Source: an optimization exercise on an open RTL-to-GDS flow (aim: small area, a short achievable clock period and few clock cycles per item). Production flows keep margins and buffers that such runs may drop.
Only simulation tests tie the RTL to the original design; equivalence was not proved.
Power figures rest on the tool's default switching activity, not on a simulated workload.

== build 74 ==
## lora_tx_encoder
module lora_tx_encoder (
    input  wire        clk,
    input  wire        rst,           
    input  wire        start,
    input  wire [3:0]  cfg_sf,        
    input  wire [3:0]  cfg_ppm,       
    input  wire [2:0]  cfg_rdd,       
    input  wire        cfg_explicit,  
    input  wire        nib_valid,
    output wire        nib_ready,
    input  wire [3:0]  nib_data,
    output wire        sym_valid,
    input  wire        sym_ready,
    output wire [15:0] sym_data
);
    localparam [63:0] SEED_N = 64'hE85C2EFFFFFFFFFF;
    localparam [63:0] SEED_1 = 64'hF8ECFEEFEFEFEFEF;
    reg  [2:0]  sh;                   
    reg  [3:0]  wsel;                 
    reg  [3:0]  pm1;                  
    reg  [2:0]  bw1;                  
    reg         rdd1;                 
    reg         expl;
    reg  [11:0] bp [0:7];             
    reg  [3:0]  j;                    
    reg         b_hdr;                
    reg         b_hdr_out;            
    reg         b_full;
    reg         reseed;               
    reg  [2:0]  skip;                 
    reg         fresh;                
    reg         nr;                   
    reg  [63:0] s;
    reg         widx;
    reg  [11:0] ap [0:7];             
    reg  [2:0]  k;                    
    reg         a_full;
    wire [3:0] d   = nib_data;
    wire       plain = b_hdr && expl && (j < 4'd5);
    wire [7:0] skey = fresh ? SEED_N[39:32] : (widx ? s[7:0] : s[39:32]);
    wire [7:0] key = skey & {8{!plain}};
    wire       b4  = d[0] ^ d[1] ^ d[2] ^ (d[3] & !b_hdr & rdd1);
    wire [7:0] cw  = {d[0] ^ d[2] ^ d[3], d[0] ^ d[1] ^ d[3], d[1] ^ d[2] ^ d[3], b4, d} ^ key;
    wire       accept = nib_valid && nr;
    wire       b_last = (j == pm1);
    assign nib_ready = nr;
    wire       a_last = (k == 3'd0);
    wire       sel_b  = !a_full || a_last;      
    wire       a_en   = a_full ? sym_ready : b_full;
    wire       xfer   = b_full && (!a_full || (a_last && sym_ready));
    reg [11:0] anext [0:6];
    integer p;
    always @* begin
        for (p = 0; p < 7; p = p + 1)
            anext[p] = sel_b ? bp[p] : {ap[p+1][wsel], ap[p+1][11:1]};
    end
    reg [11:0] g;
    integer q;
    always @* begin
        g[11] = anext[0][11];
        for (q = 10; q >= 0; q = q - 1)
            g[q] = g[q+1] ^ anext[0][q];
  ...
Size: ~1200 cells after synthesis, ~290 flip-flops, ~13000 µm² of cells after synthesis.
clock: 14.0 ns
lec_check: 0
cap_margin: 20
core_margin: 2
core_utilization: 40
slew_margin: 20
standard.sh (not shown) runs the stock make flow with config.mk's settings and CLKGATE_MAP_FILE= SYNTH_SCRIPT=/design/flow/synth_recipe.tcl, a recipe that flattens the netlist after the stock synthesis.
==> flow/flow/run.sh <==
#!/bin/bash
# Standard layout, with repair_timing asked to leave extra setup slack so that
# the achieved period (clock period less setup slack) comes out short.
set -euo pipefail
bash standard.sh SETUP_SLACK_MARGIN=10.4 ABC_AREA=1 'BUFFER_PORTS_ARGS=-buffer_cell sky130_fd_sc_hd__buf_2' CTS_CLUSTER_SIZE=24 CTS_CLUSTER_DIAMETER=120 finish > make.log 2>&1
Build 74 finished end to end and its layout was clean on timing, DRC and antenna.
Testbench counts of build 74, summed over its fixed seeds: cycles 7,660, symbols 5,535.
Input changes introduced in build 84 (baseline for comparison: build 74):
==> flow/flow/run.sh <==
#!/bin/bash
# Standard layout, with repair_timing asked to leave extra setup slack so that
# the achieved period (clock period less setup slack) comes out short.
set -euo pipefail
bash standard.sh SETUP_SLACK_MARGIN=10 finish > make.log 2>&1
--- outcome ---
- Build 84 closes out successfully: all stages finished, all timing, DRC and antenna checks passed.
- Changes observed in build 84 relative to build 74: worst hold slack roughly the same; final cell count lower.
- The final reports for build 84 and build 74 show net switching power figure higher in the former.
- Build 84: sequential share of layout area is 1.4 points lower than what build 74 reported.
- Global routing usage on met2: build 84 vs build 74 down 0.70 points
- For required time of the critical path, build 74 and build 84 come out practically identical.
- Looking at global-route usage, build 84 sits below build 74.
- The setup slack of build 84 is smaller than that of build 74.
Inputs modified between build 84 and build 28:
==> flow/run.sh (new file) <==
#!/bin/bash
# synth_recipe.tcl (not shown) runs the flow's synth.tcl, then flattens the netlist and writes it again
# the make line also repeats each setting of config.mk as NAME=value (left out here)
make -C /OpenROAD-flow-scripts/flow DESIGN_CONFIG=/design/flow/config.mk WORK_HOME=/design/flow/orfs CLKGATE_MAP_FILE= SYNTH_SCRIPT=/design/flow/synth_recipe.tcl finish
removed: flow/flow/run.sh
removed: flow/standard.sh
## What came out
- Build 28: all stages complete, timing, DRC and antenna checks passed
- Every stage of the flow completed for build 84, and the final layout passed the timing, DRC and antenna checks.
- Build 84 leaves more setup margin than build 28.
- NOTE: time the worst path needs with I/O delays and setup in build 28 exceeds that of build 84
- Compared with build 84, build 28 shows a first-pass GRT wire length that is about 2.4% lower.
- Gate count of the mapped netlist came out exactly the same in build 28 and build 84.
- Relative to build 84, clock group share of total power increased by 1.4 points in build 28.
- For the total area of multi-input combinational cells, build 28 came in 3.5% lower than build 84 did.
diff inputs: build 28 => build 47
==> flow/flow/run.sh (new file) <==
#!/bin/bash
# Standard layout, with repair_timing asked to leave extra setup slack so that
# the achieved period (clock period less setup slack) comes out short.
set -euo pipefail
bash standard.sh SETUP_SLACK_MARGIN=12 finish > make.log 2>&1
==> flow/standard.sh (new file) <==
#!/bin/bash
# synth_recipe.tcl (not shown) runs the flow's synth.tcl, then flattens the netlist and writes it again
# the make line also repeats each setting of config.mk as NAME=value (left out here)
make -C /OpenROAD-flow-scripts/flow DESIGN_CONFIG=/design/flow/config.mk WORK_HOME=/design/flow/orfs CLKGATE_MAP_FILE= SYNTH_SCRIPT=/design/flow/synth_recipe.tcl "${@:-finish}"
removed: flow/run.sh
--- outcome ---
Build 47 against build 28: clock power share decreased 2.6 points, wire length on met3 increased about 90%, worst path required time decreased 3.07 ns, fraction of met3 tracks used by global routing increased 0.46 points. Lower layout overhead on the synthesized area among build 28 and build 47: build 28. Re count of sequential standard cells: no difference whatsoever between build 47 and build 28.
> inputs changed (build 47 -> build 14)
-- flow/flow/run.sh --
<<< build 47, line 5
bash standard.sh SETUP_SLACK_MARGIN=12 finish > make.log 2>&1
>>> build 14, line 5
bash standard.sh SETUP_SLACK_MARGIN=10 ABC_AREA=1 CTS_CLUSTER_SIZE=20 CTS_CLUSTER_DIAMETER=80 finish > make.log 2>&1
### Flow results
On area of all sequential standard cells, build 47 and build 14 are basically level.
Compared with build 47, synthesized cell count in build 14 increased by more than 10%.
| post-route standard cell area excluding fillers | build 14 vs build 47 | 21% lower |
Changes observed in build 14 relative to build 47: share of total power in the clock network has decreased, number of DRC markers after the initial detailed-route iteration has increased.
Edits applied to the flow inputs when going from build 14 to build 36:
-- flow/flow/run.sh --
<<< build 14, line 5
bash standard.sh SETUP_SLACK_MARGIN=10 ABC_AREA=1 CTS_CLUSTER_SIZE=20 CTS_CLUSTER_DIAMETER=80 finish > make.log 2>&1
>>> build 36, line 5
bash standard.sh SETUP_SLACK_MARGIN=9.6 ABC_AREA=1 CTS_CLUSTER_SIZE=24 CTS_CLUSTER_DIAMETER=120 finish > make.log 2>&1
Notes after the runs:
- Arrival time of data at the critical path endpoint: build 36 higher than build 14
- After detailed routing, build 14 needs less wire than build 36.
- Against build 14 as the reference, build 36 delivers a higher first-pass iteration count of the detailed router.
- [build 36] area of combinational cells with multiple inputs fell 30 µm² relative to build 14
- Build 36 vs. build 14: final core utilization lost 0.27 points; number of non-filler instances in the completed layout held steady.


The RTL this note starts from:
==> flow/design.v <==
module lora_tx_encoder (
    input  wire        clk,
    input  wire        rst,           
    input  wire        start,
    input  wire [3:0]  cfg_sf,        
    input  wire [3:0]  cfg_ppm,       
    input  wire [2:0]  cfg_rdd,       
    input  wire        cfg_explicit,  
    input  wire        nib_valid,
    output wire        nib_ready,
    input  wire [3:0]  nib_data,
    output wire        sym_valid,
    input  wire        sym_ready,
    output wire [15:0] sym_data
);
    localparam [63:0] MASK_N0 = {8'b00001011, 8'b00001101, 8'b00000111, 8'b00001110, 8'b00000001, 8'b00000010, 8'b00000100, 8'b00001000};
    localparam [63:0] MASK_N4 = {8'b10110000, 8'b11010000, 8'b01110000, 8'b11100000, 8'b00010000, 8'b00100000, 8'b01000000, 8'b10000000};
    localparam [63:0] MASK_10 = {8'b00000001, 8'b00000001, 8'b00000001, 8'b00001111, 8'b00000001, 8'b00000010, 8'b00000100, 8'b00001000};
    localparam [63:0] MASK_14 = {8'b00010000, 8'b00010000, 8'b00010000, 8'b11110000, 8'b00010000, 8'b00100000, 8'b01000000, 8'b10000000};
    localparam [7:0]  R_N     = 8'b11111111;
    localparam [55:0] R_1     = {8'b01000011, 8'b10000111, 8'b00001111, 8'b00011111, 8'b00111111, 8'b01111111, 8'b11111111};
    reg  [2:0]  sh;                   
    reg  [3:0]  ppm;
    reg  [2:0]  bw1;                  
    reg         rdd1;                 
    reg         expl;
    reg  [11:0] bp [0:7];             
    reg  [3:0]  j;                    
    reg         b_hdr;                
    reg         b_hdr_out;            
    reg         b_full;
    reg         nr;                   
    reg  [7:0]  r;
    reg         widx;
    reg         ws1;                  
    reg  [11:0] ap [0:7];             
    reg  [2:0]  k;                    
    reg         a_full;
    wire [63:0] mask = widx ? (ws1 ? MASK_10 : MASK_N0) : (ws1 ? MASK_14 : MASK_N4);
    reg  [7:0]  skey;
    integer l;
    always @* begin
        for (l = 0; l < 8; l = l + 1)
            skey[l] = ^(r & mask[8*l +: 8]);
    end
    wire [3:0] d   = nib_data;
    wire       plain = b_hdr && expl && (j < 4'd6);
    wire [7:0] key = skey & {8{!plain}};
    wire       b4  = d[0] ^ d[1] ^ d[2] ^ (d[3] & !b_hdr & rdd1);
    wire [7:0] cw  = {d[0] ^ d[2] ^ d[3], d[0] ^ d[1] ^ d[3], d[1] ^ d[2] ^ d[3], b4, d} ^ key;
    wire       accept = nib_valid && nr;
    wire       b_last = (j == ppm);
    assign nib_ready = nr;
    wire [3:0] nskip  = ppm - (expl ? 4'd5 : 4'd0);
    wire       reseed = accept && b_last && b_hdr && rdd1;
    wire       a_last = (k == 3'd0);
    wire       sel_b  = !a_full || a_last;      
    wire       a_en   = a_full ? sym_ready : b_full;
    wire       xfer   = b_full && (!a_full || (a_last && sym_ready));
    wire [3:0] wsel = 4'd12 - ppm;              
    reg [11:0] anext [0:6];
    integer p;
    always @* begin
        for (p = 0; p < 7; p = p + 1)
            anext[p] = sel_b ? bp[p] : {ap[p+1][wsel], ap[p+1][11:1]};
    end
    reg [11:0] g;
    integer q;
    always @* begin
        g[11] = anext[0][11];
        for (q = 10; q >= 0; q = q - 1)
            g[q] = g[q+1] ^ anext[0][q];
        for (q = 0; q < 12; q = q + 1)
            if (q < wsel) g[q] = 1'b0;
    end
    wire [11:0] sym_n = g >> sh;
    assign sym_valid = a_full;
    assign sym_data  = {4'd0, ap[0]};
    wire       a_full_n = xfer || (a_full && !(a_last && sym_ready));
    wire       b_full_n = (accept && b_last) || (b_full && !xfer);
    wire [3:0] ppm_in   = (cfg_ppm == 4'd0) ? cfg_sf : cfg_ppm;
    integer i;
    always @(posedge clk) begin
        if (accept)
            for (i = 0; i < 8; i = i + 1)
                bp[i] <= {cw[i], bp[i][11:1]};
        if (a_en) begin
            ap[0] <= sym_n;
            for (i = 1; i < 7; i = i + 1)
                ap[i] <= anext[i];
            ap[7] <= bp[7];
            k <= sel_b ? (b_hdr_out ? 3'd7 : bw1) : k - 3'd1;
        end
        if (rst) begin
            a_full <= 1'b0;
            b_full <= 1'b0;
            nr     <= 1'b0;
        end else if (start) begin
            sh     <= 3'd4 - cfg_sf[2:0];       
            ppm    <= ppm_in;
            bw1    <= 3'd3 + cfg_rdd;
            rdd1   <= (cfg_rdd == 3'd1);
            expl   <= cfg_explicit;
            a_full <= 1'b0;
            b_full <= 1'b0;
            nr     <= 1'b1;
            b_hdr  <= 1'b1;
            b_hdr_out <= 1'b1;
            j      <= 4'd1;
            r      <= R_N;
            widx   <= 1'b0;
            ws1    <= 1'b0;
        end else begin
            a_full <= a_full_n;
            b_full <= b_full_n;
            nr     <= !b_full_n || !a_full_n;
            if (xfer)
                b_hdr_out <= 1'b0;
            if (reseed) begin
                r    <= R_1[8*nskip[3:1] +: 8];
                widx <= nskip[0];
                ws1  <= 1'b1;
            end else if (accept && !plain) begin
                if (widx)
                    r <= {r[4] ^ r[3] ^ r[2] ^ r[0], r[7:1]};
                widx <= ~widx;
            end
            if (accept) begin
                if (b_last) begin
                    j     <= 4'd1;
                    b_hdr <= 1'b0;
                end else begin
                    j <= j + 4'd1;
                end
            end
        end
    end
endmodule
export LEC_CHECK = 0
export CAP_MARGIN = 20
export CORE_MARGIN = 2
export CORE_UTILIZATION = 40
export SLEW_MARGIN = 20
create_clock -name core_clock -period 14.0 [get_ports {clk}]
==> flow/flow/run.sh <==
#!/bin/bash
# Standard layout, with repair_timing asked to leave extra setup slack so that
# the achieved period (clock period less setup slack) comes out short.
set -euo pipefail
bash standard.sh SETUP_SLACK_MARGIN=10.2 CORE_UTILIZATION=60 ABC_AREA=1 'BUFFER_PORTS_ARGS=-buffer_cell sky130_fd_sc_hd__buf_2' 'CTS_ARGS=-repair_clock_nets -sink_clustering_enable -sink_clustering_size 30 -sink_clustering_max_diameter 60 -dont_use_dummy_load' finish > make.log 2>&1
Testbench counts at the start, summed over its fixed seeds: cycles 7,627, symbols 5,535.
Edit:
==> flow/flow/run.sh (replaced) <==
#!/bin/bash
# Standard layout, with repair_timing asked to leave extra setup slack so that
# the achieved period (clock period less setup slack) comes out short.
set -euo pipefail
bash standard.sh SETUP_SLACK_MARGIN=10.2 CORE_UTILIZATION=60 ABC_AREA=1 'BUFFER_PORTS_ARGS=-buffer_cell sky130_fd_sc_hd__buf_2' 'CTS_ARGS=-repair_clock_nets' finish > make.log 2>&1
The new run produced a clean layout; synthesized area stays the same; critical path depth does not change; total power goes up by about 40%; clock skew goes down by 0.038 ns; register-to-register slack gets better by 0.02 ns; sequential share of layout area goes down by 3.9 points; flip-flop and latch count is unchanged; worst setup slack gets worse by 0.067 ns; cell count goes up by about 4%; fmax goes down by 1.7%; via count goes up by about 4%.

port drivers added, routing unchanged:
The flow's constraints put no driver on any port. The routed layouts listed below were extracted and timed again, unchanged, in two steps.
Step 1, drivers: a clkbuf_16 drives clk and a buf_2 each remaining input, both assumed.
Step 2 also shifts input and output timing later by t, the mid clock arrival at the registers, as if the neighbouring blocks saw the same clock.
a / b / c = ideal ports / drivers / drivers and shift; a / b = the first two.
run	t, ns	setup slack, ns	hold slack, ns	slew at the worst register clock pin (ns)	worst slew at a driven data input, ns
build 74	0.540	10.172 / 10.124 / 9.930	0.427 / 0.427 / 0.427	0.10 / 0.10	0.04
build 84	0.604	9.997 / 9.948 / 9.492	0.427 / 0.427 / 0.427	0.06 / 0.06	0.04
build 28	0.595	9.106 / 9.131 / 8.536	0.418 / 0.418 / 0.418	0.06 / 0.06	0.05
build 47	0.602	10.137 / 10.086 / 9.717	0.422 / 0.422 / 0.422	0.06 / 0.06	0.14
build 14	0.542	10.044 / 9.996 / 9.539	0.426 / 0.426 / 0.426	0.09 / 0.09	0.05
build 36	0.535	9.694 / 9.648 / 9.184	0.429 / 0.429 / 0.429	0.10 / 0.10	0.05
the first run of note 2	0.520	10.231 / 10.188 / 9.758	0.422 / 0.422 / 0.422	0.11 / 0.11	0.04
the second run of note 2	0.575	10.164 / 10.124 / 9.713	0.419 / 0.419 / 0.419	0.06 / 0.06	0.03
After both steps setup and hold are still met in every run listed. The setup slack of build 28, which loses most, moves by +0.025 ns with the drivers and by -0.570 ns with both steps.
